This design comes from an exercise in tuning for small area, a short achievable clock period and few clock cycles per item on the open sky130 flow, not from production work. RTL that was checked went through simulation tests only; none was proved equivalent to the original. For runs 3 to 5, only the layout was checked, not whether the RTL still works. Power figures rest on the tool's default switching activity, not on a simulated workload.

==> flow/design.v <==
module modbus_master #(
    parameter COUNT_MAX = 125
) (
    input  wire        clk,
    input  wire        rst,           
    input  wire        req_valid,
    output wire        req_ready,
    input  wire [7:0]  req_slave,
    input  wire [15:0] req_addr,
    input  wire [15:0] req_count,
    output wire        tx_valid,
    input  wire        tx_ready,
    output wire [7:0]  tx_data,
    input  wire        rx_valid,
    output wire        rx_ready,
    input  wire [7:0]  rx_data,
    input  wire        tmo,
    output wire        res_valid,
    input  wire        res_ready,
    output wire [15:0] res_data,
    output wire [2:0]  res_status,
    output wire        res_last
);
    localparam [2:0] ST_OK        = 3'd0,
                     ST_TIMEOUT   = 3'd1,
                     ST_CRC16     = 3'd2,
                     ST_ADDR_FUNC = 3'd3,
                     ST_LENGTH    = 3'd4,
                     ST_REFUSED   = 3'd5;
    localparam NW = 125;            
    localparam QD = 4;              
    localparam QB = 2;              
    reg  [7:0]  g;                  
    reg  [6:0]  p;                  
    reg         idle;               
    reg         frz;                
    reg  [7:0]  slave;
    reg  [15:0] addr;
    reg  [6:0]  count;
    reg         big;                
    reg  [6:0]  acount;             
    reg         rdy_q;
    reg         refp;               
    reg         txv;
    reg  [7:0]  txd;
    reg  [2:0]  txc;
    reg  [15:0] crc;
    reg         inwin;              
    reg         rxr;
    reg  [1:0]  hdr;                
    reg  [8:0]  left;               
    reg         par;                
    reg  [7:0]  rxd_q;              
    reg         vq;
    reg         qb0, qb1, qb2, qhi, qlo, qc0, qc1;
    reg         tq;                 
    reg         bad_af, bad_len, bad_crc;
    reg  [7:0]  hb;                 
    reg         w0;                 
    reg  [7:0]  tgtm;               
    reg  [6:0]  s0m;                
    reg  [8:0]  iage;               
    reg  [2:0]  q_st  [0:QD-1];
    reg  [6:0]  q_cnt [0:QD-1];
    reg  [6:0]  q_s0  [0:QD-1];
    reg  [QB-1:0] qwp, qrp;
    reg  [QD-1:0] q_v;              
    reg         rd_act;             
    reg  [2:0]  rd_st;
    reg  [6:0]  rd_rem;             
    reg  [6:0]  x;                  
    reg  [8:0]  dage;               
    reg         dsat;
    reg         rv;
    reg  [15:0] rdat;
    reg  [2:0]  rstat;
    reg         rlast;
    wire req_hs = req_valid && rdy_q;
    wire tx_hs  = txv && tx_ready;
    wire rx_hs  = rx_valid && rxr;
    reg  [16*NW-1:0] ring;
    wire [15:0] rword = ring[x*16 +: 16];
    wire        we = vq && qlo;
    always @(posedge clk)
        ring <= {ring[16*(NW-1)-1:0], we ? {hb, rxd_q} : ring[16*NW-1 -: 16]};
    wire [7:0] crc_in = inwin ? rxd_q : txd;
    reg [15:0] crc_next;
    integer k, qi;
    always @(*) begin
        crc_next = crc ^ {8'h00, crc_in};
        for (k = 0; k < 8; k = k + 1)
            crc_next = crc_next[0] ? ((crc_next >> 1) ^ 16'hA001) : (crc_next >> 1);
    end
    wire       fin = vq && qc1;
    wire [2:0] fin_st = (bad_crc || rxd_q != crc[15:8]) ? ST_CRC16 :
                        bad_af  ? ST_ADDR_FUNC :
                        bad_len ? ST_LENGTH : ST_OK;
    wire       room = !(&q_v);
    wire       push = fin || ((tq || refp) && room);
    wire [2:0] push_st = tq ? ST_TIMEOUT : refp ? ST_REFUSED : fin_st;
    wire [6:0] push_cnt = (fin && fin_st == ST_OK) ? acount : 7'd0;
    wire [QD-1:0] q_has;
    genvar gi;
    generate for (gi = 0; gi < QD; gi = gi + 1) begin : g_has
        assign q_has[gi] = q_v[gi] && (q_cnt[gi] != 7'd0);
    end endgenerate
    wire dv = (rd_act && rd_rem != 7'd0) || (|q_has);
    wire cur_lo  = (hdr == 2'd3) && (left > 9'd2) && par;
    wire cur_hi  = (hdr == 2'd3) && (left > 9'd2) && !par;
    wire al      = (vq && qlo) || (w0 ? g[0] : (g == tgtm));
    wire guard   = dv && (dsat || dage >= 2*NW - 10);
    wire lo_blk  = !al || guard;
    wire last_now = (left == 9'd1);
    wire last_nxt = rx_hs ? (left == 9'd2) : last_now;
    wire fin_blk  = !room || tq || refp;
    wire tmo_hit = inwin && tmo && !(rx_hs && last_now);
    wire win_end = inwin && (tmo_hit || (rx_hs && last_now));
    wire rdw_c = rd_act && rd_rem != 7'd0;        
    wire rds_c = rd_act && rd_rem == 7'd0;        
    wire free  = !rv || res_ready;
    wire rd_word = free && rdw_c;
    wire qne   = |q_v;
    wire pop   = qne && (!rd_act || (rds_c && free));
    wire [7:0] xs = {1'b0, p} - {1'b0, q_s0[qrp]};
    wire [6:0] xl = xs[7] ? xs[6:0] + NW : xs[6:0];
    wire [6:0] x_m1 = (x == 7'd0) ? NW - 1 : x - 7'd1;
    wire [6:0] x_p1 = (x == NW - 1) ? 7'd0 : x + 7'd1;
    wire res_done = rv && res_ready && rlast;
    always @(posedge clk) begin
        if (rst) begin
            g <= 8'd0; p <= 7'd0;
            idle <= 1'b1; frz <= 1'b0; rdy_q <= 1'b0; refp <= 1'b0;
            txv <= 1'b0;
            inwin <= 1'b0; rxr <= 1'b0; tq <= 1'b0;
            w0 <= 1'b1;
            qwp <= 0; qrp <= 0; q_v <= 0;
            rd_act <= 1'b0; rv <= 1'b0;
        end else begin
            g <= (g == 2*NW - 1) ? 8'd0 : g + 8'd1;
            p <= (p == NW - 1) ? 7'd0 : p + 7'd1;
            rdy_q <= ((idle && !(req_hs && !big)) || win_end) &&
                     req_valid && !frz && !req_hs && !(refp && !(room && !tq)) &&
                     !(tq && !room) && !(win_end && tmo_hit);
            if (req_hs && big)
                refp <= 1'b1;
            else if (refp && room && !tq)
                refp <= 1'b0;
            if (req_hs && !big) begin
                idle <= 1'b0;
                frz  <= 1'b1;
                txv  <= 1'b1;
            end
            if (vq && qb0) frz <= 1'b0;
            if (win_end && tmo_hit) frz <= 1'b0;
            if (tx_hs && txc == 3'd7) begin
                txv   <= 1'b0;
                inwin <= 1'b1;
                rxr   <= 1'b1;
                w0    <= 1'b1;
            end
            if (inwin) begin
                if (win_end) begin
                    inwin <= 1'b0;
                    rxr   <= 1'b0;
                    idle  <= 1'b1;
                    tq    <= tmo_hit;
                end else begin
                    rxr <= !(((rx_hs ? cur_hi : cur_lo) && lo_blk) || (last_nxt && fin_blk));
                end
            end
            if (tq && room) tq <= 1'b0;
            if (we) w0 <= 1'b0;
            if (push) qwp <= qwp + 1'b1;
            if (pop) qrp <= qrp + 1'b1;
            for (qi = 0; qi < QD; qi = qi + 1) begin
                if (push && qwp == qi) q_v[qi] <= 1'b1;
                else if (pop && qrp == qi) q_v[qi] <= 1'b0;
            end
            if (pop)
                rd_act <= 1'b1;
            else if (rds_c && free)
                rd_act <= 1'b0;
            if (free)
                rv <= rd_act;
        end
    end
    always @(posedge clk) begin
        if (!frz) begin
            slave <= req_slave;
            addr  <= req_addr;
            count <= req_count[6:0];
            big   <= (req_count > COUNT_MAX);
        end
        if (req_hs && !big)
            acount <= count;
        if (!frz)
            txd <= req_slave;
        else if (tx_hs) begin
            case (txc)
                3'd0: txd <= 8'h03;
                3'd1: txd <= addr[15:8];
                3'd2: txd <= addr[7:0];
                3'd3: txd <= 8'h00;
                3'd4: txd <= {1'b0, count};
                3'd5: txd <= crc_next[7:0];
                3'd6: txd <= crc[15:8];
                default: ;
            endcase
        end
        if (req_hs)
            txc <= 3'd0;
        else if (tx_hs)
            txc <= txc + 3'd1;
        if ((req_hs && !big) || (tx_hs && txc == 3'd7))
            crc <= 16'hFFFF;
        else if ((tx_hs && txc < 3'd6) || (vq && !qc0 && !qc1))
            crc <= crc_next;
        if (tx_hs && txc == 3'd7) begin
            hdr  <= 2'd0;
            left <= 9'd5 + {1'b0, acount, 1'b0};
            par  <= 1'b0;
        end else if (rx_hs) begin
            left <= left - 9'd1;
            if (hdr != 2'd3) hdr <= hdr + 2'd1;
            else par <= !par;
        end
        rxd_q <= rx_data;
        vq    <= rx_hs;
        qb0 <= (hdr == 2'd0);
        qb1 <= (hdr == 2'd1);
        qb2 <= (hdr == 2'd2);
        qhi <= cur_hi;
        qlo <= cur_lo;
        qc0 <= (hdr == 2'd3) && (left == 9'd2);
        qc1 <= (hdr == 2'd3) && (left == 9'd1);
        if (tx_hs && txc == 3'd7) begin
            bad_af <= 1'b0; bad_len <= 1'b0; bad_crc <= 1'b0;
        end else if (vq) begin
            if (qb0 && rxd_q != slave) bad_af <= 1'b1;
            if (qb1 && rxd_q != 8'h03) bad_af <= 1'b1;
            if (qb2 && rxd_q != {acount, 1'b0}) bad_len <= 1'b1;
            if (qc0 && rxd_q != crc[7:0]) bad_crc <= 1'b1;
        end
        if (vq && qhi) hb <= rxd_q;
        if (we) tgtm <= g;
        if (we && w0) s0m <= p;
        iage <= (we && w0) ? 9'd0 : (iage == 9'h1FF) ? iage : iage + 9'd1;
        if (push) begin
            q_st[qwp]  <= push_st;
            q_cnt[qwp] <= push_cnt;
            q_s0[qwp]  <= s0m;
        end
        if (pop) begin
            rd_st  <= q_st[qrp];
            rd_rem <= q_cnt[qrp];
        end else if (rd_word)
            rd_rem <= rd_rem - 7'd1;
        x <= pop ? xl : rd_word ? x_m1 : x_p1;
        if (free) begin
            rdat  <= rword;
            rstat <= rdw_c ? ST_OK : rd_st;
            rlast <= !rdw_c;
        end
        if (!dv) begin
            dage <= iage + 9'd1;
            dsat <= (iage == 9'h1FF);
        end else begin
            if (dage == 9'h1FF) dsat <= 1'b1;
            if (rd_word && !dsat) dage <= (dage == 9'd0) ? 9'd0 : dage - 9'd1;
            else if (dage != 9'h1FF) dage <= dage + 9'd1;
        end
    end
    assign req_ready  = rdy_q;
    assign tx_valid   = txv;
    assign tx_data    = txd;
    assign rx_ready   = rxr;
    assign res_valid  = rv;
    assign res_data   = rdat;
    assign res_status = rstat;
    assign res_last   = rlast;
endmodule
==> flow/flow/run.sh <==
#!/bin/bash
set -euo pipefail
bash standard.sh SETUP_SLACK_MARGIN=6.05 finish > orfs_make.log 2>&1
==> flow/standard.sh <==
#!/bin/bash
# synth_recipe.tcl (not shown) runs the flow's synth.tcl, then flattens the netlist and writes it again
# the make line also repeats each setting of config.mk as NAME=value (left out here)
make -C /OpenROAD-flow-scripts/flow DESIGN_CONFIG=/design/flow/config.mk WORK_HOME=/design/flow/orfs CLKGATE_MAP_FILE= SYNTH_SCRIPT=/design/flow/synth_recipe.tcl "${@:-finish}"
==> flow/config.mk <==
export PLATFORM = sky130hd
export DESIGN_NAME = modbus_master
export DESIGN_NICKNAME = modbus_master
export VERILOG_FILES = /design/flow/design.v
export SDC_FILE = /design/flow/constraint.sdc
export NUM_CORES = 4
export LEC_CHECK = 0
export CAP_MARGIN = 20
export CORE_MARGIN = 2
export CORE_UTILIZATION = 68
export CTS_CLUSTER_DIAMETER = 75
export CTS_CLUSTER_SIZE = 30
export PLACE_DENSITY = 0.8
export SLEW_MARGIN = 20
==> flow/constraint.sdc <==
create_clock -name core_clock -period 9.0 [get_ports {clk}]
set_input_delay 1.8000 -clock core_clock [delete_from_list [all_inputs] [get_ports {clk}]]
set_output_delay 1.8000 -clock core_clock [all_outputs]
set_load 0.01 [all_outputs]
==> results of run 1 <==
-- logic make-up (layout without fill, tap and decap cells) --
family / after synthesis / after routing / share of synthesized area
XOR/XNOR: 117 / 117 / 0.0158
AO/OA/AOI/OAI: 332 / 333 / 0.0318
buffers and inverters: 260 / 393 / 0.0196
AND/OR/NAND/NOR: 418 / 419 / 0.0286
flip-flops: 2280 / 2280 / 0.688
adder cells (fa/ha/maj): 46 / 46 / 0.00840
multiplexers: 693 / 693 / 0.208
-- repair_timing --
action | 4_1_cts | 5_1_grt
buffers inserted | 47 | 18
hold buffers | 0 | 0
cloned | 16 | 12
gates resized for setup | 211 | 37
pin swaps | 7 | 12
endpoints found under the setup margin | 111 | 90
-- layer usage --
metal  global-route usage  share of wire  vias to the layer above
li1                     -              -                    15444
met1                0.386           0.45                    17608
met2                0.400           0.48                      829
met3               0.0345          0.049                      194
met4               0.0617          0.021                        2
met5                    0       0.000097                        -
-- power groups by stage --
| stage | clock, W | combinational [W] | sequential [W] |
|---|---|---|---|
| 6_report | 0.00480 | 0.00449 | 0.0104 |
| 5_1_grt | 0.00521 | 0.00474 | 0.0104 |
| 4_1_cts | 0.00485 | 0.00429 | 0.0104 |
| 3_5_place_dp | 0 | 0.00361 | 0.0108 |
| 3_3_place_gp | 0 | 0.00362 | 0.0108 |
| 2_1_floorplan | 0 | 0.00286 | 0.0106 |
-- final cells by class --
type | count | area, um2 | area share
Clock buffer | 117 | 2330 | 0.0310
Clock inverter | 12 | 128 | 0.00170
Inverter | 48 | 198 | 0.00263
Multi-Input combinational cell | 1608 | 20500 | 0.273
Sequential cell | 2280 | 47600 | 0.633
Tap cell | 1357 | 1700 | 0.0226
Timing Repair Buffer | 215 | 2670 | 0.0355
Timing Repair inverter | 1 | 8.76 | 0.000117
-- layout by cell type, fill, tap and decap left out, drive strengths merged, types with 8 or more instances in the layout --
master / Yosys / layout
o211ai: 8 / 8
nor3: 21 / 21
nor4: 15 / 15
nand3: 46 / 46
xnor2: 63 / 63
o21ai: 75 / 75
inv: 46 / 53
a22oi: 31 / 31
or2: 8 / 8
nor2: 112 / 113
xor2: 50 / 50
nor2b: 17 / 17
and3: 12 / 12
a22o: 15 / 15
edfxtp: 187 / 187
and2: 23 / 23
a221oi: 19 / 19
clkdlybuf4s50: 0 / 53
a211oi: 14 / 14
mux2: 29 / 29
mux4: 590 / 590
a31oi: 16 / 16
mux2i: 74 / 74
dfxtp: 2093 / 2093
nand2: 123 / 123
clkbuf: 75 / 129
a21oi: 81 / 81
ha: 44 / 44
nand4: 13 / 13
buf: 137 / 146
o22ai: 11 / 11
-- flip-flops by register name, summed over array words and instances, names as in the netlist, 9 cells and up, named ones only --
| name | cells |
|---|---|
| ring | 2000 |
| q_cnt | 28 |
| q_s0 | 28 |
| addr | 16 |
| crc | 16 |
| rdat | 16 |
| q_st | 12 |
| dage | 9 |
| iage | 9 |
| left | 9 |
-- worst paths after layout --
kind | slack (ps) | cells past startpoint | endpoint
worst max-delay path | 5730 | 1 | res_data[3]
worst min-delay path | 340 | 0 | ring[1217]
worst max register to register | 5950 | 11 | x[5]
worst min register to register | 340 | 0 | ring[1217]
-- stage by stage --
stage / hold WS, ps / worst slack, ps / util / area [um2] / std cells
after floorplan: 323 / 5870 / - / 69200 / 4146
after global placement: 326 / 4790 / 0.707 / 71000 / 5416
after detailed placement: 331 / 4830 / 0.707 / 71000 / 5416
after CTS: 334 / 5720 / 0.742 / 74500 / 5608
after global routing: 346 / 5710 / 0.748 / 75100 / 5638
final: 335 / 5730 / 0.748 / 75100 / 5638
==> flow_metrics.tcl, run 1 <==
set metrics [dict create \
    rsz0062_at_grt "yes" \
    max_cap_violations 0 \
    skew_ps 33.4 \
    grt_pass1_vias 34521 \
    synth_sequential_area_ratio 0.688 \
    synth_top_area_frac 0.606 \
    wl_per_cell_um 23.8 \
    syn_avg_cell_area_um2 16.7 \
    cp_max_fo 1 \
    syn-num-nets 4246 \
    area_delta_synth_final_pct 8.67 \
    yosys-top-cells-count "dfxtp_1 (2093), mux4_2 (585), edfxtp_1 (187)" \
    drt-pass1-iter-count 6 \
    htreeDepth 3 \
    vias 34077 \
    ant_nets 0 \
    finalCriticalPeriod_ps 3270 \
    grt_pass1_wl_mm 205 \
    cts_tree "yes" \
    syn_area_um2 69100 \
    switching_share 0.287 \
    max-clock-path-buffers 3 \
    finalCritPeriodShare 0.363 \
    place_congestion 0.814 \
    antenna_found_initial 5 \
    worstPathRequired_ps 7200 \
    drt-initial-drc-count 3316 \
    cts_sinks 2280 \
    p_sw_w 0.00565 \
    synth_area_leaders "dfxtp_1 (61%), mux4_2 (19%), edfxtp_1 (8.1%)" \
    ys_ff_latch 2280 \
    die_area_um2 104000 \
    yosys_warnings 1 \
    synthFlopType "dfxtp_1" \
    crit_chain "buf_6" \
    drv_slew 0 \
    routed_wl_mm 134 \
    arrival_ps 1470 \
    hold_viol_final 0 \
    hold_start "ring[1201]" \
    p_comb_frac 0.228 \
    synthDistinctLibCells 75 \
    die_w_um 323 \
    remaining_drc_errors 0 \
    drive_gt1_frac 0.222 \
    max_stage_delay_ps 560 \
    start_util 0.688 \
    fp.dieH_um 323 \
    endpoint_kind "output port" \
    power_density_nw_per_um2 263 \
    synthCells 4146 \
    fin_setup_tns_ps 0 \
    nets 4341 \
    yosysMostFrequentCell "dfxtp_1" \
    power_w 0.0197 \
    leakagePower_nw 28.1 \
    worstMarginPinSlew_ps 1080 \
    grt_max_degree 94 \
    gr-total-overflow 0 \
    ir_worst_vdd_v 0.000280 \
    root_buffer "clkbuf_16" \
    outcome "finished clean" \
    critPathTopFamily "flip-flops" \
    grt_usage 0.255 \
    io_pins 87 \
    clkLatencyLatePin_ps 710 \
    numPortBuffers 86 \
    cts_made_buffers 87 \
    cts.clk_slew.worst_paths_ps 110 \
    synth_edf_count 187 \
    p_clk_frac 0.243 \
    max_freq_ghz 0.306 \
    hpwl_mm 74.8 \
    hp-class "flip-flop to flip-flop" \
    async_reset_ff_frac 0 \
    synth_area_leader_cell "dfxtp_1" \
    num_rows 116 \
    worst_path_max_delay_cell "edfxtp_1" \
    fill_cells 5893 \
    finalSetupViolCount 0 \
    core_um2 100000 \
    setup.worst_path.start "rdat[3]" \
    p_int_w 0.0141 \
    power_frac_seq 0.529 \
    vias_per_cell 6.04 \
    antenna_cells 0 \
    cp_num_buf_inv 1 \
    slew_headroom 0.280 \
    startpoint_type "flip-flop" \
    path_class "flip-flop to output port" \
]
Testbench counts, summed over its fixed seeds: cycles 16,705, transactions 320.
==> run 2: changes to the inputs <==
==> flow/flow/run.sh (replaced) <==
#!/bin/bash
set -euo pipefail
bash standard.sh SETUP_SLACK_MARGIN=5.9 finish > orfs_make.log 2>&1
==> flow_metrics.tcl, run 2 <==
set metrics [dict create \
    outcome "finished clean" \
    syn_area_um2 69100 \
    gr-total-overflow 0 \
    cp.depth 1 \
    p_clk_frac 0.247 \
    worstPathRequired_ps 7200 \
    critPathTopFamily "flip-flops" \
    yosysMostFrequentCell "dfxtp_1" \
    syn_avg_cell_area_um2 16.7 \
    skew_ps 20.9 \
    fin_setup_tns_ps 0 \
    core_um2 100000 \
    r2r_cells 7 \
    max_stage_delay_ps 570 \
    endpoint_kind "output port" \
    grt_max_degree 119 \
    synth_area_leader_cell "dfxtp_1" \
    area_delta_synth_final_pct 7.62 \
    leakagePower_nw 27.7 \
    die_area_um2 104000 \
    drt-pass1-iter-count 8 \
    final_cell_area_um2 74400 \
    rsz0062_at_grt "yes" \
    root_buffer "clkbuf_16" \
    synth_area_leaders "dfxtp_1 (61%), mux4_2 (19%), edfxtp_1 (8.1%)" \
    post_dp_cell_area_um2 70900 \
    num_rows 116 \
    ir_worst_vdd_v 0.000187 \
    numPortBuffers 86 \
    synthCells 4146 \
    power_frac_seq 0.540 \
    cts_sinks 2280 \
    drt-initial-drc-count 2820 \
    place_congestion 0.807 \
    grt_pass1_wl_mm 205 \
    largest_reg_flops 2000 \
    grt_usage 0.256 \
    p_comb_frac 0.214 \
    io_pins 87 \
    vias_per_cell 6.03 \
    nets 4299 \
    cts_made_buffers 87 \
    max_freq_ghz 0.306 \
    fin_hold_ws_ps 328 \
    cp_max_fo 1 \
    p_int_w 0.0139 \
    finalCritPeriodShare 0.363 \
    yosys_warnings 1 \
    die_w_um 323 \
    synth_top_area_frac 0.606 \
    cts.clk_slew.worst_paths_ps 110 \
    synthFlopType "dfxtp_1" \
    ys_ff_latch 2280 \
    fp.dieH_um 323 \
    synth_sequential_area_ratio 0.688 \
    finalSetupViolCount 0 \
    routed_wl_mm 132 \
    worstMarginPinSlew_ps 1000 \
    start_util 0.688 \
    antenna_found_initial 2 \
    hp-class "flip-flop to flip-flop" \
    worst_path_max_delay_cell "edfxtp_1" \
    crit_chain "buf_6" \
    drive_gt1_frac 0.211 \
    synthDistinctLibCells 75 \
    path_class "flip-flop to output port" \
    max_cap_violations 0 \
    post-route-util 0.740 \
    p_sw_w 0.00554 \
    grt_pass1_vias 34750 \
    slew_headroom 0.332 \
    wl_per_cell_um 23.6 \
    clkLatencyLatePin_ps 700 \
    yosys-top-cells-count "dfxtp_1 (2093), mux4_2 (585), edfxtp_1 (187)" \
    switching_share 0.285 \
    arrival_ps 1470 \
    remaining_drc_errors 0 \
    whs_path_depth 0 \
    max-clock-path-buffers 3 \
    hpwl_mm 75.4 \
    synth_edf_count 187 \
    drv_slew 0 \
    htreeDepth 3 \
    ant_nets 0 \
    layout_commonest_cell "dfxtp_1" \
    cp_num_buf_inv 1 \
    largest-register "ring" \
    async_reset_ff_frac 0 \
    cts_tree "yes" \
    power_density_nw_per_um2 261 \
    finalCriticalPeriod_ps 3270 \
    top_regs "ring: 2000 flops, q_cnt: 28 flops, q_s0: 28 flops" \
    hold_viol_final 0 \
    vias 33770 \
    startpoint_type "flip-flop" \
    mostFrequentLayoutCells "dfxtp_1 (2078), mux4_2 (585), edfxtp_1 (187)" \
    syn-num-nets 4246 \
]
run 2: changes by cell type in the layout (fill, tap and decap cells not counted), sizes merged:
cell,previous run,this run
inv,53,52
dlygate4sd2,0,1
o2111ai,7,6
bufbuf,3,4
diode,0,1
bufinv,1,0
clkbuf,129,123
dlymetal6s2s,1,0
buf,146,110
clkinv,7,9
run 2: layout make-up:
type                    instances  area, um2
flip-flops and latches       2280      47600
clock inverters                12        114
repair buffers                174       2040
repair inverters                1       8.76
clock buffers                 117       2340
well taps                    1357       1700
inverters                      48        194
diodes                          1       2.50
multi-input cells            1607      20400
fillers                      5943      26100
run 2: per-stage QoR:
stage,setup WS (ps),power (W),cells
floorplan,5810,0.0134,4146
CTS,5710,0.0194,5578
detailed placement,4680,0.0144,5411
finish,5730,0.0194,5597
global placement,4620,0.0144,5411
global route,5660,0.0201,5596
run 2: power by group through the flow:
stage | Clock [W] | Sequential (W) | Combinational [W]
3_3_place_gp | 0 | 0.0108 | 0.00359
5_1_grt | 0.00520 | 0.0105 | 0.00439
3_5_place_dp | 0 | 0.0108 | 0.00360
6_report | 0.00479 | 0.0105 | 0.00415
2_1_floorplan | 0 | 0.0106 | 0.00286
4_1_cts | 0.00486 | 0.0105 | 0.00408
run 2: final timing paths:
kind	to	slack, ps	from
max	res_data[15]	5730	rdat[15]
min	ring[345]	330	ring[329]
max reg2reg	rdat[6]	5990	x[0]
min reg2reg	ring[345]	330	ring[329]
run 2: per-layer routing:
metal | part of all wire | global-route usage | vias to the layer above
met4 | 0.027 | 0.0674 | 2
met5 | 0.00011 | 0 | -
met1 | 0.45 | 0.374 | 17352
met3 | 0.051 | 0.0401 | 195
met2 | 0.47 | 0.408 | 882
li1 | - | - | 15339
run 2: cells by family (layout without fill, tap and decap cells):
logic type | count (synthesis) | count (layout) | share of synthesized area
fa+ha+maj | 46 | 46 | 0.00840
buf+inv | 260 | 352 | 0.0196
compound gates | 332 | 332 | 0.0318
simple gates | 418 | 419 | 0.0286
flops | 2280 | 2280 | 0.688
mux | 693 | 693 | 0.208
xor+xnor | 117 | 117 | 0.0158
other cells | 0 | 1 | 0
run 2: repair_timing:
item                                    CTS  global route
buffers inserted                         29            12
endpoints found under the setup margin  112            77
resized for setup                       177            34
pin swaps                                 3             4
gates cloned                              9             5
hold buffers                              0             0
==> run 3: changes to the inputs <==
--- a/flow/design.v
+++ b/flow/design.v
@@ -73,5 +73,6 @@
     reg         dsat;
     reg         rv;
-    reg  [15:0] rdat;
+    reg  [15:0] rdat;               
+    reg  [15:0] rhold;              
     reg  [2:0]  rstat;
     reg         rlast;
@@ -258,5 +259,5 @@
         x <= pop ? xl : rd_word ? x_m1 : x_p1;
         if (free) begin
-            rdat  <= rword;
+            rhold <= rword;
             rstat <= rdw_c ? ST_OK : rd_st;
             rlast <= !rdw_c;
@@ -276,4 +277,6 @@
     assign rx_ready   = rxr;
     assign res_valid  = rv;
+    always @(posedge clk)
+        rdat <= rst ? 16'h0000 : free ? rword : rhold;
     assign res_data   = rdat;
     assign res_status = rstat;
==> flow_metrics.tcl, run 3 <==
set metrics [dict create \
    synthCells 4308 \
    synthDistinctLibCells 76 \
    drv_slew 0 \
    final_cell_area_um2 75200 \
    root_buffer "clkbuf_16" \
    drt-initial-drc-count 2893 \
    hpwl_mm 82.0 \
    worst_path_max_delay_cell "mux4_2" \
    top_regs "ring: 2000 flops, q_cnt: 28 flops, q_s0: 28 flops" \
    max_stage_delay_ps 520 \
    worstPathRequired_ps 9660 \
    remaining_drc_errors 0 \
    largest_reg_flops 2000 \
    ant_nets 0 \
    skew_ps 27.0 \
    die_area_um2 105000 \
    slew_headroom 0.310 \
    cts.clk_slew.worst_paths_ps 120 \
    area_delta_synth_final_pct 8.33 \
    synth_top_area_frac 0.612 \
    mostFrequentLayoutCells "dfxtp_1 (2093), mux4_2 (564), nand2_1 (184)" \
    vias_per_cell 6.07 \
    yosysMostFrequentCell "dfxtp_1" \
    arrival_ps 3990 \
    start_util 0.684 \
    io_pins 87 \
    cts_tree "yes" \
    ys_ff_latch 2296 \
    layout_commonest_cell "dfxtp_1" \
    cts_sinks 2296 \
    hold_viol_final 0 \
    largest-register "ring" \
    htreeDepth 3 \
    syn-num-nets 4408 \
    leakagePower_nw 28.0 \
    crit_chain "buf_12 > mux4_2 > inv_2 > ha_4 > nor2b_1 > o21a_1 > o21a_1 > o31a_1 > o31a_4 > or4_4 > or3_4 > a31oi_2" \
    core_um2 102000 \
    grt_pass1_wl_mm 213 \
    finalCritPeriodShare 0.371 \
    cp_max_fo 5 \
    max-clock-path-buffers 3 \
    fp.dieH_um 324 \
    startpoint_type "flip-flop" \
    endpoint_kind "flip-flop" \
    syn_avg_cell_area_um2 16.1 \
    drt-pass1-iter-count 9 \
    yosys-top-cells-count "dfxtp_1 (2125), mux4_2 (564), nand2_1 (193)" \
    max_freq_ghz 0.300 \
    crit_top_cell "o21a_1" \
    synth_area_leader_cell "dfxtp_1" \
    clkLatencyLatePin_ps 720 \
    finalSetupViolCount 0 \
    synth_area_leaders "dfxtp_1 (61%), mux4_2 (18%), edfxtp_1 (7.4%)" \
    die_w_um 324 \
    async_reset_ff_frac 0 \
    yosys_warnings 1 \
    numPortBuffers 86 \
    fin_setup_tns_ps 0 \
    synth_edf_count 171 \
    vias 35162 \
    outcome "finished clean" \
    drive_gt1_frac 0.212 \
    antenna_found_initial 4 \
    power_density_nw_per_um2 265 \
    gr-total-overflow 0 \
    place_congestion 0.865 \
    num_rows 117 \
    finalCriticalPeriod_ps 3330 \
    synthFlopType "dfxtp_1" \
    routed_wl_mm 139 \
    grt_max_degree 82 \
    nets 4488 \
    synth_sequential_area_ratio 0.686 \
    rsz0062_at_grt "yes" \
    grt_usage 0.266 \
    syn_area_um2 69500 \
    post_dp_cell_area_um2 71400 \
    wl_per_cell_um 24.0 \
    max_cap_violations 0 \
    cts_made_buffers 88 \
    ir_worst_vdd_v 0.000279 \
    path_class "flip-flop to flip-flop" \
    hp-class "flip-flop to flip-flop" \
    ff2ff_setup_slack_ps 5670 \
    worstMarginPinSlew_ps 1030 \
    fill_cells 6020 \
    grt_pass1_vias 35818 \
]
run 3: layer usage:
metal,share of wire,vias up,track usage
li1,-,15862,-
met1,0.45,18033,0.395
met2,0.47,1072,0.419
met3,0.058,193,0.0355
met4,0.021,2,0.0715
met5,0.000094,-,0
run 3: area by class of cell:
| type | count | area, um2 | share of cell area |
|---|---|---|---|
| multi-input combinational | 1751 | 20700 | 0.275 |
| inverter | 50 | 215 | 0.00286 |
| antenna | 2 | 5.00 | 0.0000665 |
| sequential | 2296 | 47800 | 0.635 |
| timing repair buffer | 201 | 2300 | 0.0305 |
| clock inverter | 15 | 236 | 0.00314 |
| tap | 1368 | 1710 | 0.0227 |
| clock buffer | 105 | 2330 | 0.0309 |
run 3: worst paths after layout:
| path | from | end | depth (start not counted) |
|---|---|---|---|
| setup reg to reg | flip-flop | x[6] | 12 |
| hold / removal | ring[928] | ring[944] | 0 |
| hold reg to reg | ring[928] | ring[944] | 0 |
| setup / recovery | flip-flop | x[6] | 12 |
run 3: through the flow:
stage                     std cells  utilization  hold slack [ps]  power [W]  worst slack [ps]
after floorplan                4308            -              326     0.0136              5500
final                          5788        0.741              333     0.0199              5670
after global placement         5599        0.703              327     0.0147              4210
after detailed placement       5599        0.703              331     0.0147              4360
after CTS                      5768        0.737              341     0.0199              5700
after global routing           5786        0.741              341     0.0206              5590
run 3: power by group:
group          leakage (nW)  switching, W  internal (W)  total [W]
clock                  1.25       0.00298       0.00197    0.00495
sequential             18.8      0.000129        0.0104     0.0105
combinational          8.00       0.00269       0.00179    0.00448
run 3: cells by family after synthesis:
group | count (synthesis) | synth area share
AOI/OAI and AO/OA | 347 | 0.0330
xor gates and xnor gates | 115 | 0.0149
adders and majority gates | 46 | 0.00836
buffers and inverters | 263 | 0.0196
DFF | 2296 | 0.686
muxes | 687 | 0.201
and+or+nand+nor | 554 | 0.0367
run 3: worst max-delay path: cells and delay by family (launching register included):
| kind | cells | cell delay (ps) |
|---|---|---|
| compound gates | 5 | 1070 |
| simple gates | 3 | 930 |
| mux | 1 | 520 |
| flops | 1 | 360 |
| buf+inv | 2 | 210 |
| fa+ha+maj | 1 | 190 |
run 3: timing repair:
item,in CTS,in global routing
cloned,9,4
setup endpoints to repair,142,82
resized for setup,241,46
buffers inserted,40,14
pin swaps,5,7
hold buffers,0,0
hold endpoints to repair,0,0
==> run 4: changes to the inputs <==
--- a/flow/design.v
+++ b/flow/design.v
@@ -123,6 +123,13 @@
     wire qne   = |q_v;
     wire pop   = qne && (!rd_act || (rds_c && free));
-    wire [7:0] xs = {1'b0, p} - {1'b0, q_s0[qrp]};
-    wire [6:0] xl = xs[7] ? xs[6:0] + NW : xs[6:0];
+    wire [6:0] p1 = (p == NW - 1) ? 7'd0 : p + 7'd1;
+    wire [QB-1:0] qrp1 = qrp + 1'b1;
+    wire [6:0] s_cur = (push && qwp == qrp) ? s0m : q_s0[qrp];
+    wire [6:0] s_nxt = (push && qwp == qrp1) ? s0m : q_s0[qrp1];
+    wire [7:0] xs_cur = {1'b0, p1} - {1'b0, s_cur};
+    wire [7:0] xs_nxt = {1'b0, p1} - {1'b0, s_nxt};
+    wire [6:0] xl_cur = xs_cur[7] ? xs_cur[6:0] + NW : xs_cur[6:0];
+    wire [6:0] xl_nxt = xs_nxt[7] ? xs_nxt[6:0] + NW : xs_nxt[6:0];
+    reg  [6:0] xlr;
     wire [6:0] x_m1 = (x == 7'd0) ? NW - 1 : x - 7'd1;
     wire [6:0] x_p1 = (x == NW - 1) ? 7'd0 : x + 7'd1;
@@ -257,5 +264,6 @@
         end else if (rd_word)
             rd_rem <= rd_rem - 7'd1;
-        x <= pop ? xl : rd_word ? x_m1 : x_p1;
+        x <= pop ? xlr : rd_word ? x_m1 : x_p1;
+        xlr <= pop ? xl_nxt : xl_cur;
         if (free) begin
             rhold <= rword;
==> flow_metrics.tcl, run 4 <==
set metrics [dict create \
    hp-class "flip-flop to flip-flop" \
    max-clock-path-buffers 3 \
    drt-initial-drc-count 3299 \
    synth_top_area_frac 0.606 \
    crit_chain "inv_4 > ha_4 > buf_4 > mux4_2 > mux2_4 > ha_4 > inv_2 > fa_1 > ha_2 > or4_4 > nor4b_4 > xnor2_2 > mux2i_1" \
    synthCells 4431 \
    root_buffer "clkbuf_16" \
    num_rows 118 \
    synthDistinctLibCells 78 \
    largest_reg_flops 2000 \
    finalCriticalPeriod_ps 3500 \
    slew_headroom 0.274 \
    fp.dieH_um 326 \
    worstMarginPinSlew_ps 1090 \
    worst_path_max_delay_cell "or4_4" \
    path_class "flip-flop to flip-flop" \
    worst_slack_ps 5500 \
    crit_top_cell "ha_4" \
    yosys-top-cells-count "dfxtp_1 (2132), mux4_2 (564), nand2_1 (193)" \
    drv_slew 0 \
    mostFrequentLayoutCells "dfxtp_1 (2103), mux4_2 (564), nand2_1 (184)" \
    start_util 0.683 \
    routed_wl_mm 146 \
    hold_viol_final 0 \
    antenna_found_initial 5 \
    cts.clk_slew.worst_paths_ps 110 \
    remaining_drc_errors 0 \
    power_w 0.0202 \
    cts_made_buffers 90 \
    ir_worst_vdd_v 0.000208 \
    cts_tree "yes" \
    grt_pass1_vias 37073 \
    place_congestion 0.838 \
    yosys_warnings 1 \
    endpoint_kind "flip-flop" \
    synth_edf_count 171 \
    fill_cells 6196 \
    grt_usage 0.273 \
    max_freq_ghz 0.286 \
    top_regs "ring: 2000 flops, q_cnt: 28 flops, q_s0: 28 flops" \
    power_density_nw_per_um2 265 \
    largest-register "ring" \
    max_stage_delay_ps 560 \
    async_reset_ff_frac 0 \
    whs_path_depth 0 \
    htreeDepth 3 \
    clkLatencyLatePin_ps 710 \
    drt-pass1-iter-count 8 \
    numPortBuffers 86 \
    core_um2 103000 \
    vias 36305 \
    ant_nets 0 \
    worstPathRequired_ps 9580 \
    hpwl_mm 85.5 \
    startpoint_type "flip-flop" \
    grt_max_degree 69 \
    synth_sequential_area_ratio 0.679 \
    grt_pass1_wl_mm 223 \
    outcome "finished clean" \
    skew_ps 26.0 \
    r2r_cells 13 \
    syn_avg_cell_area_um2 15.9 \
    rsz0062_at_grt "yes" \
    leakagePower_nw 28.6 \
    max_cap_violations 0 \
    wl_per_cell_um 24.7 \
    synth_area_leader_cell "dfxtp_1" \
    die_area_um2 106000 \
    io_pins 87 \
    finalCritPeriodShare 0.389 \
    die_w_um 326 \
    vias_per_cell 6.14 \
    arrival_ps 4080 \
    syn-num-nets 4539 \
    finalSetupViolCount 0 \
    yosysMostFrequentCell "dfxtp_1" \
    nets 4611 \
    synth_area_leaders "dfxtp_1 (61%), mux4_2 (18%), edfxtp_1 (7.3%)" \
    cts_sinks 2303 \
    syn_area_um2 70400 \
    gr-total-overflow 0 \
    synthFlopType "dfxtp_1" \
    ys_ff_latch 2303 \
    cp_max_fo 4 \
    layout_commonest_cell "dfxtp_1" \
    fin_setup_tns_ps 0 \
    area_delta_synth_final_pct 8.50 \
    fin_hold_ws_ps 336 \
    drive_gt1_frac 0.214 \
    place_ws_ps 4240 \
]
## run 4: cell types whose count changed after synthesis, moves of 6 or more
cell and delta:
clkbuf_1 +18, xnor2_1 +10, buf_4 -6, nor2_1 +13, dfxtp_1 +7, nand3_1 +7, mux2_2 +7, ha_1 +7
mux2i_1 +8, a21oi_1 +17, buf_1 +7
## run 4: final cells by class
class / instances / area [um2] / area share
timing repair inverter: 1 / 7.51 / 0.0000983
multi-input combinational: 1852 / 21600 / 0.283
tap: 1380 / 1730 / 0.0226
antenna: 1 / 2.50 / 0.0000328
clock inverter: 15 / 198 / 0.00259
sequential: 2303 / 47900 / 0.627
inverter: 48 / 225 / 0.00295
timing repair buffer: 207 / 2340 / 0.0306
clock buffer: 106 / 2390 / 0.0312
## run 4: kinds of logic (layout without fill, tap and decap cells)
logic type / after synthesis / count (layout) / share of synthesized area
XOR/XNOR: 129 / 129 / 0.0164
multiplexers: 702 / 702 / 0.201
flip-flops: 2303 / 2303 / 0.679
other: 0 / 1 / 0
adder cells (fa/ha/maj): 54 / 54 / 0.00977
buffers and inverters: 276 / 377 / 0.0197
AO/OA/AOI/OAI: 380 / 380 / 0.0357
AND/OR/NAND/NOR: 587 / 587 / 0.0387
## run 4: final timing paths
kind	startpoint	end	slack [ps]
setup / recovery	qrp[0]	xlr[6]	5500
hold reg to reg	ring[1762]	ring[1778]	340
hold / removal	ring[1762]	ring[1778]	340
setup reg to reg	qrp[0]	xlr[6]	5500
## run 4: power breakdown
| part | switching (W) | internal [W] |
|---|---|---|
| clock | 0.00301 | 0.00197 |
| combinational | 0.00284 | 0.00184 |
| sequential | 0.000135 | 0.0104 |
## run 4: worst max-delay path, delay by kind of cell, from the launching register on
family / cells / cell delay (ps)
buffers and inverters: 3 / 220
multiplexers: 3 / 700
AND/OR/NAND/NOR: 2 / 830
adder cells (fa/ha/maj): 4 / 1060
XOR/XNOR: 1 / 160
flip-flops: 1 / 400
## run 4: routing by layer
layer / global-route usage / part of all wire
met5: 0 / 0.000089
met4: 0.0744 / 0.027
met3: 0.0357 / 0.059
met2: 0.431 / 0.47
met1: 0.408 / 0.44
## run 4: repair_timing
| item | 4_1_cts | 5_1_grt |
|---|---|---|
| gates resized for setup | 233 | 45 |
| pin swaps | 11 | 7 |
| gates cloned | 10 | 6 |
| hold buffers | 0 | 0 |
| buffers inserted | 48 | 10 |
| setup endpoints to repair | 143 | 58 |
## run 4: metrics by stage
stage | area, um2 | utilization | std cells
2_1_floorplan | 70600 | - | 4431
3_3_place_gp | 72400 | 0.703 | 5716
3_5_place_dp | 72400 | 0.703 | 5716
4_1_cts | 76000 | 0.737 | 5895
5_1_grt | 76400 | 0.741 | 5912
6_report | 76400 | 0.741 | 5913
==> run 5: changes to the inputs <==
--- a/flow/design.v
+++ b/flow/design.v
@@ -73,6 +73,5 @@
     reg         dsat;
     reg         rv;
-    reg  [15:0] rdat;               
-    reg  [15:0] rhold;              
+    reg  [15:0] rdat;
     reg  [2:0]  rstat;
     reg         rlast;
@@ -267,5 +266,5 @@
         xlr <= pop ? xl_nxt : xl_cur;
         if (free) begin
-            rhold <= rword;
+            rdat  <= rword;
             rstat <= rdw_c ? ST_OK : rd_st;
             rlast <= !rdw_c;
@@ -285,6 +284,4 @@
     assign rx_ready   = rxr;
     assign res_valid  = rv;
-    always @(posedge clk)
-        rdat <= rst ? 16'h0000 : free ? rword : rhold;
     assign res_data   = rdat;
     assign res_status = rstat;
==> flow_metrics.tcl, run 5 <==
set metrics [dict create \
    outcome "finished clean" \
    yosys-top-cells-count "dfxtp_1 (2100), mux4_2 (570), edfxtp_1 (187)" \
    grt_usage 0.252 \
    worst_path_max_delay_cell "mux4_2" \
    drt-pass1-iter-count 5 \
    wl_per_cell_um 23.0 \
    power_density_nw_per_um2 260 \
    skew_ps 35.1 \
    gr-usage-met2 0.404 \
    arrival_ps 3940 \
    ant_nets 0 \
    nets 4509 \
    hp-class "flip-flop to flip-flop" \
    endpoint_kind "flip-flop" \
    power_w 0.0198 \
    startpoint_type "flip-flop" \
    start_util 0.688 \
    fp.dieH_um 325 \
    finalCriticalPeriod_ps 3340 \
    use_met3 0.0335 \
    die_area_um2 106000 \
    layout_commonest_cell "dfxtp_1" \
    gr-total-overflow 0 \
    syn-num-nets 4440 \
    place_congestion 0.830 \
    largest-register "ring" \
    htreeDepth 3 \
    cp_num_buf_inv 3 \
    max_freq_ghz 0.299 \
    max_stage_delay_ps 510 \
    leakagePower_nw 28.3 \
    grt_max_degree 112 \
    fin_cells 5812 \
    mostFrequentLayoutCells "dfxtp_1 (2071), mux4_2 (570), edfxtp_1 (187)" \
    die_w_um 325 \
    cts_sinks 2287 \
    num_rows 117 \
    dp.cells 5615 \
    grt_pass1_vias 36109 \
    fill_cells 6109 \
    slew_headroom 0.348 \
    finalCritPeriodShare 0.371 \
    hpwl_mm 78.0 \
    path_class "flip-flop to flip-flop" \
    worst_slack_ps 5660 \
    top_regs "ring: 2000 flops, q_cnt: 28 flops, q_s0: 28 flops" \
    max-clock-path-buffers 3 \
    vias_per_cell 6.02 \
    cp_max_fo 8 \
    crit_top_cell "ha_2" \
    antenna_found_initial 5 \
    numPortBuffers 86 \
    drv_slew 0 \
    io_pins 87 \
    ir_worst_vdd_v 0.000194 \
    yosys_warnings 1 \
    routed_wl_mm 134 \
    syn_avg_cell_area_um2 16.2 \
    synthDistinctLibCells 77 \
    async_reset_ff_frac 0 \
    synth_top_area_frac 0.599 \
    core_um2 102000 \
    worstMarginPinSlew_ps 974 \
    rsz0062_at_grt "yes" \
    cts.clk_slew.worst_paths_ps 110 \
    largest_reg_flops 2000 \
    synthCells 4332 \
    hold_viol_final 0 \
    fin_setup_tns_ps 0 \
    vias 34992 \
    synth_area_leader_cell "dfxtp_1" \
    syn_area_um2 70200 \
    grt_busiest_layer "met2" \
    grt_pass1_wl_mm 208 \
    remaining_drc_errors 0 \
    clkLatencyLatePin_ps 710 \
    drt-initial-drc-count 2794 \
    cts_made_buffers 88 \
    drive_gt1_frac 0.215 \
    synthFlopType "dfxtp_1" \
    yosysMostFrequentCell "dfxtp_1" \
    ys_ff_latch 2287 \
    synth_edf_count 187 \
    finalSetupViolCount 0 \
    cts_tree "yes" \
    max_cap_violations 0 \
    critPathTopFamily "multiplexers" \
    synth_area_leaders "dfxtp_1 (60%), mux4_2 (18%), edfxtp_1 (8.0%)" \
    synth_sequential_area_ratio 0.679 \
    area_delta_synth_final_pct 8.11 \
    root_buffer "clkbuf_16" \
    place_ws_ps 4400 \
    gr-usage-met1 0.370 \
    crit_chain "buf_12 > buf_4 > mux4_2 > mux2_4 > ha_2 > inv_2 > fa_2 > ha_2 > or3_4 > nor3_4 > xnor2_2 > mux2i_1" \
    worstPathRequired_ps 9600 \
]
==> run 5: logic make-up after synthesis <==
| family | after synthesis | synth area share |
|---|---|---|
| fa+ha+maj | 54 | 0.00981 |
| xor+xnor | 130 | 0.0164 |
| simple gates | 478 | 0.0318 |
| mux | 753 | 0.210 |
| compound gates | 368 | 0.0339 |
| flops | 2287 | 0.679 |
| buf+inv | 262 | 0.0189 |
==> run 5: repair_timing <==
action,in CTS,in global routing
hold endpoints to repair,0,0
pin swaps,26,7
endpoints found under the setup margin,98,73
hold buffers,0,0
buffers inserted,49,5
resized for setup,224,47
gates cloned,5,5
==> run 5: cell type report <==
| class | instances | area, um2 | area share |
|---|---|---|---|
| Sequential cell | 2287 | 47700 | 0.629 |
| Multi-Input combinational cell | 1784 | 21500 | 0.284 |
| Clock buffer | 115 | 2350 | 0.0309 |
| Timing Repair Buffer | 192 | 2160 | 0.0285 |
| Tap cell | 1368 | 1710 | 0.0226 |
| Inverter | 48 | 203 | 0.00267 |
| Clock inverter | 15 | 185 | 0.00244 |
| Antenna cell | 3 | 7.51 | 0.0000990 |
==> run 5: power by group <==
part           internal, W  switching, W  leakage (nW)
registers           0.0103      0.000116          18.8
logic              0.00178       0.00265          8.34
clock network      0.00189       0.00298          1.23
==> run 5: routing by layer <==
layer | part of all wire | routed length, um | up-vias
met4 | 0.024 | 3240 | 4
met1 | 0.46 | 61400 | 17897
met2 | 0.47 | 62900 | 865
met5 | 0.00017 | 23 | -
met3 | 0.047 | 6340 | 204
li1 | - | - | 16022
==> run 5: path summary, 6_finish.rpt <==
| path | startpoint | end | slack [ps] | cells past startpoint |
|---|---|---|---|---|
| setup / recovery | qrp[0] | xlr[6] | 5660 | 12 |
| hold / removal | ring[334] | ring[350] | 330 | 0 |
| setup reg to reg | qrp[0] | xlr[6] | 5660 | 12 |
| hold reg to reg | ring[334] | ring[350] | 330 | 0 |
==> run 5: per-stage QoR <==
step                      utilization  hold slack, ps  instance area (um2)
after floorplan                     -             326                70400
after global placement          0.707             327                72200
after detailed placement        0.707             331                72200
after CTS                       0.740             325                75500
after global routing            0.743             331                75800
final                           0.743             330                75800

==> separate check: timing with driven ports <==
In the flow no input, the clock included, has a driving cell. The finished layouts below were timed again as built, in two steps. Step 1 sets driving cells, clkbuf_16 on the clock port and buf_2 on the other inputs (assumed; they add their load-dependent delay and slew). Step 2 times the ports against the registers' clock, not the clock port: input delays grow and output delays shrink by t, the midpoint of the rising clock arrivals with the driver on. Three values: ideal ports, drivers, drivers and shift; two values: the first two.
run	t, ns	setup slack, ns	cell pins on the clock port's net
run 1	0.772	5.733 / 5.655 / 5.381	1
run 2	0.758	5.734 / 5.664 / 5.264	1
run 3	0.782	5.665 / 5.665 / 5.413	1
run 4	0.770	5.500 / 5.500 / 5.064	1
run 5	0.771	5.660 / 5.660 / 5.370	1
After both steps every run listed still meets setup and hold. For run 2, which loses most, drivers alone change the setup slack by -0.070 ns; drivers and shift together by -0.470 ns.
